Context: an optimization exercise on an open-source flow, tuned for small area, a short achievable clock period and few clock cycles per item. The choices shown serve that exercise and are no tape-out recipe.
Only simulation tests tie the RTL to the original design; equivalence was not proved.
Power and IR drop assume default switching activity.

== the reference run ==
Design meshcode_enc, start of the top module:
module meshcode_enc (
    input  wire         clk,
    input  wire         rst,
    input  wire         in_valid,
    output wire         in_ready,
    input  wire [63:0]  in_lat,
    input  wire [63:0]  in_long,
    input  wire [2:0]   in_level,
    output wire         out_valid,
    input  wire         out_ready,
    output wire [2:0]   out_err,
    output wire [63:0]  out_place,
    output wire [3:0]   out_len,
    output wire [103:0] out_mesh
);
    reg v1, v2, vo, vs;
    reg rdy, ovq;                        
    wire go  = ~vs;                      
    wire oen = ~vo | out_ready;          
    assign in_ready  = rdy;
    assign out_valid = ovq;
    reg vo_n, vs_n;
    always @(*) begin
        vo_n = vo;
        vs_n = vs;
        if (vs) begin
            if (oen) begin
                vo_n = 1'b1;
                vs_n = 1'b0;
            end
        end else begin
            if (oen) vo_n = v2;
            else     vs_n = v2;
        end
    end
    always @(posedge clk) begin
        if (rst) begin
            v1  <= 1'b0;
            v2  <= 1'b0;
            vo  <= 1'b0;
            vs  <= 1'b0;
  ...
Size in the first run: ~310 I/O pins, roughly 0.042 mm² of cells after synthesis.
export LEC_CHECK = 0
export CAP_MARGIN = 20
export CORE_MARGIN = 2
export CORE_UTILIZATION = 55
export CTS_CLUSTER_DIAMETER = 80
export CTS_CLUSTER_SIZE = 30
export PLACE_DENSITY = 0.65
export SLEW_MARGIN = 20
create_clock -name core_clock -period 20.0 [get_ports {clk}]
standard.sh (not shown) runs the stock make flow with config.mk's settings and CLKGATE_MAP_FILE= SYNTH_SCRIPT=/design/flow/synth_recipe.tcl, a recipe that flattens the netlist after the stock synthesis.
==> flow/flow/run.sh <==
#!/bin/bash
set -euo pipefail
bash standard.sh \
  "BUFFER_PORTS_ARGS=-buffer_cell sky130_fd_sc_hd__buf_1" \
  "SETUP_SLACK_MARGIN=14.7" \
  finish > flow_make.log 2>&1
Testbench counts of the reference run, summed over its fixed seeds: cycles 24,024, items 24,000.
The inputs of the trial run differ from those of the reference run as listed below.
- CTS_CLUSTER_SIZE: 30 -> unset
- CTS_CLUSTER_DIAMETER: 80 -> unset
==> comparison <==
- In the trial run the setup slack of the critical path after layout turned out 37 ps higher than in the reference run.
- Diff the reference run -> the trial run | final-stage net count | up slightly
- Delta (the trial run minus the reference run): first-pass GRT wire length saw an increase, cell area after placement has remained practically unchanged, layout overhead on the synthesized area has increased, initial antenna violation count rose by 1.
- Against the reference run, the final cell area of the trial run is higher.
- Min worst hold margin across the reference run and the trial run: the trial run
- In the reports for the reference run and the trial run, the smaller clock network area share belongs to the reference run.

========
Setup of build 39:
meshcode_enc again, from the RTL that the note above started with.
==> flow/config.mk <==
export PLATFORM = sky130hd
export DESIGN_NAME = meshcode_enc
export DESIGN_NICKNAME = meshcode_enc
export VERILOG_FILES = /design/flow/design.v
export SDC_FILE = /design/flow/constraint.sdc
export NUM_CORES = 4
export LEC_CHECK = 0
export CAP_MARGIN = 20
export CORE_MARGIN = 2
export CORE_UTILIZATION = 30
export PLACE_DENSITY = 0.5
export SLEW_MARGIN = 20
==> flow/constraint.sdc <==
create_clock -name core_clock -period 20.0 [get_ports {clk}]
set_input_delay 4.0000 -clock core_clock [delete_from_list [all_inputs] [get_ports {clk}]]
set_output_delay 4.0000 -clock core_clock [all_outputs]
set_load 0.01 [all_outputs]
Scripts as last shown in full above: flow/flow/run.sh
Build 39 went all the way through the flow, and no timing, DRC or antenna check failed.
Testbench counts of build 39, summed over its fixed seeds: cycles 24,024, items 24,000.
#### Input delta (build 70 over build 39)
Settings: CTS_CLUSTER_SIZE now 30, previously not set; CTS_CLUSTER_DIAMETER now 80, previously not set.
==> flow/flow/run.sh <==
#!/bin/bash
set -euo pipefail
bash standard.sh \
  "BUFFER_PORTS_ARGS=-buffer_cell sky130_fd_sc_hd__buf_1" \
  "SETUP_SLACK_MARGIN=14.8" \
  finish > flow_make.log 2>&1
==> run notes <==
- | via count | build 70 vs build 39 | ≈ equal |
- Diff build 39 -> build 70: area used by multi-input combinational logic increased about 0.65%; total of cells resized after clock tree synthesis increased 19; share of the clock period used by the worst path after layout essentially unchanged.
- On overall routed net length, build 39 and build 70 are basically level.
- In terms of final weighted congestion of routability-driven global placement, build 70 and build 39 differ only marginally.
- Worst setup path startpoint: ro[10] -> build 39, ro[49] -> build 70
- The higher overall power after layout came out of build 39.
- Against build 39, build 70 comes in 0.19 points higher on sequential share of layout area.
- Going from build 39 to build 70, the first-pass iteration count of the detailed router was found to have gone down by 2.
diff inputs: build 70 => build 97
Settings: CTS_CLUSTER_DIAMETER: 80 -> unset; CTS_CLUSTER_SIZE: 30 -> unset.
==> flow/flow/run.sh <==
#!/bin/bash
set -euo pipefail
bash standard.sh \
  "BUFFER_PORTS_ARGS=-buffer_cell sky130_fd_sc_hd__buf_1" \
  "SETUP_SLACK_MARGIN=14.7" \
  "CTS_ARGS=-sink_clustering_enable -repair_clock_nets -dont_use_dummy_load -sink_clustering_size 30 -sink_clustering_max_diameter 80" \
  finish > flow_make.log 2>&1
Findings:
Build 97 ran to completion and came out clean on the timing, design-rule and antenna checks. Compared with build 70, in build 97 worst-case headroom to the max-slew limit fell by 0.44 points; multi-input gate share of total cell area rose by 0.79 points; count of clock-buffer cells in the layout fell by about 7%. On setup slack after layout, build 97 does better than build 70. Build 97 ends up with a arrival time at the worst endpoint that is 0.02 ns lower than in build 70. Looking only at iteration-0 DRC count of the detailed router, and setting everything else aside, the higher value of build 70 and build 97 goes to build 70. Taking build 97 as 1.0, build 70 lands at 0.891 on wire length on met3. Summary of build 97 over build 70: met1 routed wirelength after detailed routing decreased about 1%; total power now smaller.
--- input diff build 97..build 28 ---
Settings: setting CTS_CLUSTER_SIZE to 30 for the first time; setting CTS_CLUSTER_DIAMETER to 80 for the first time.
==> flow/flow/run.sh <==
#!/bin/bash
set -euo pipefail
bash standard.sh \
  "BUFFER_PORTS_ARGS=-buffer_cell sky130_fd_sc_hd__buf_1" \
  "SETUP_SLACK_MARGIN=14.5" \
  finish > flow_make.log 2>&1
- Final critical path time including I/O delays and setup (lower): build 97
- In build 28 the power in the clock group turned out about 30% higher than in build 97.
- Max post-route clock period utilization across build 97 and build 28: build 28
- For the clock latency of the later-clocked register in the worst-skew pair, build 28 came in 0.02 ns higher than build 97 did.
- The area of all placed cells without fillers on build 28 is in line with that on build 97.
- In the route summary, build 28 ends up with a via count below that of build 97.

========
run A:
meshcode_enc again, from the RTL that the note above started with.
clock: 20.0 ns
lec_check: 0
cap_margin: 20
core_margin: 2
core_utilization: 30
cts_cluster_diameter: 80
cts_cluster_size: 30
place_density: 0.5
slew_margin: 20
==> flow/flow/run.sh <==
#!/bin/bash
set -euo pipefail
bash standard.sh \
  "BUFFER_PORTS_ARGS=-buffer_cell sky130_fd_sc_hd__buf_1" \
  "SETUP_SLACK_MARGIN=15" \
  finish > flow_make.log 2>&1
Testbench counts of run A, summed over its fixed seeds: cycles 24,024, items 24,000.
Relative to run A, the following input files were edited for run B:
Settings: removing CTS_CLUSTER_SIZE (formerly 30); removing CTS_CLUSTER_DIAMETER (formerly 80).
==> flow/run.sh (new file) <==
#!/bin/bash
# synth_recipe.tcl (not shown) runs the flow's synth.tcl, then flattens the netlist and writes it again
# the make line also repeats each setting of config.mk as NAME=value (left out here)
make -C /OpenROAD-flow-scripts/flow DESIGN_CONFIG=/design/flow/config.mk WORK_HOME=/design/flow/orfs CLKGATE_MAP_FILE= SYNTH_SCRIPT=/design/flow/synth_recipe.tcl finish
removed: flow/flow/run.sh
removed: flow/standard.sh
Findings:
- Count of cells resized by post-cts repair on run B is down relative to run A.
- [compare] base=run A new=run B: non-clock buffer count fell by 47%; register share of the cell area rose by 0.42 points.
- Run B — via count about 3.5% lower, run A as reference
- Changes observed in run B relative to run A: final standard cell area without fillers shows a reduction of about 1.6%, worst voltage drop across the vdd grid rose 31%, slack of the worst reg-to-reg path dropped 0.61 ns, first-pass GRT wire length saw a decrease, worst relative slew slack has increased.
- When run B is set beside run A, its number of gates on the worst path with buffers counted turns out to be 14 larger.
- Sort run A and run B by wire length asc -> top: run B
--- input diff run B..run C ---
Settings: PLACE_DENSITY changed from 0.5 to 0.65; CORE_UTILIZATION changed from 30 to 55.
==> flow/flow/run.sh (new file) <==
#!/bin/bash
set -euo pipefail
bash standard.sh \
  "BUFFER_PORTS_ARGS=-buffer_cell sky130_fd_sc_hd__buf_1" \
  "SETUP_SLACK_MARGIN=14.7" \
  "CTS_ARGS=-sink_clustering_enable -repair_clock_nets -dont_use_dummy_load -sink_clustering_size 30 -sink_clustering_max_diameter 80" \
  finish > flow_make.log 2>&1
==> flow/standard.sh (new file) <==
#!/bin/bash
# synth_recipe.tcl (not shown) runs the flow's synth.tcl, then flattens the netlist and writes it again
# the make line also repeats each setting of config.mk as NAME=value (left out here)
make -C /OpenROAD-flow-scripts/flow DESIGN_CONFIG=/design/flow/config.mk WORK_HOME=/design/flow/orfs CLKGATE_MAP_FILE= SYNTH_SCRIPT=/design/flow/synth_recipe.tcl "${@:-finish}"
removed: flow/run.sh
[summary]
Diff run B -> run C | switching component of the power | down by more than 10%. From run B to run C the numbers moved as follows: layout clock buffer count went down, detailed-placement wirelength estimate now smaller. Inverter count came out exactly the same in run C and run B. Cmp run C vs run B: well-tap cell count lower in run C. Run C was carried through to the last stage, and its layout satisfied the timing, design-rule and antenna checks. Relative to run B, share of the clock period used by the worst path has gone down in run C. Per the comparison of run C with run B, sequential power closely matched the old numbers, upper clock frequency limit climbed 9.8%. Between run C and run B, it is run C whose minimum clock period is lower, by 0.52 ns. Looking at all-layer global routing usage, run C sits above run B.

-- afterwards: timing with drivers on the ports --
No port has a modelled driver above. Below, the same layouts with a new extraction and two added sets of constraints.
Step 1: set_driving_cell puts a clkbuf_16 on clk and a buf_2 on each other input, an assumption about the parent block.
Step 2 moves the port delays by t, midway between the first and last clock arrival at a register: inputs arrive t later, outputs are due t later. That takes back most of the time a late clock gives input paths.
Three values: ideal ports, drivers, drivers and shift; two values: the first two.
| run | shift t [ns] | setup WS [ns] | pins driven straight from the clock port |
|---|---|---|---|
| the reference run | 0.699 | 14.651 / 14.581 / 14.248 | 1 |
| the trial run | 0.681 | 14.688 / 14.621 / 14.226 | 1 |
| build 39 | 0.736 | 14.686 / 14.615 / 14.164 | 1 |
| build 70 | 0.684 | 14.715 / 14.646 / 14.376 | 1 |
| build 97 | 0.653 | 14.740 / 14.670 / 14.341 | 1 |
| build 28 | 0.709 | 14.614 / 14.539 / 14.182 | 1 |
| run A | 0.689 | 14.718 / 14.643 / 14.515 | 1 |
| run B | 0.742 | 14.143 / 14.143 / 13.731 | 1 |
| run C | 0.682 | 14.665 / 14.597 / 14.240 | 1 |
After both steps setup and hold are still met in every run listed. The setup slack of build 39, which loses most, moves by -0.071 ns with the drivers and by -0.522 ns with both steps.
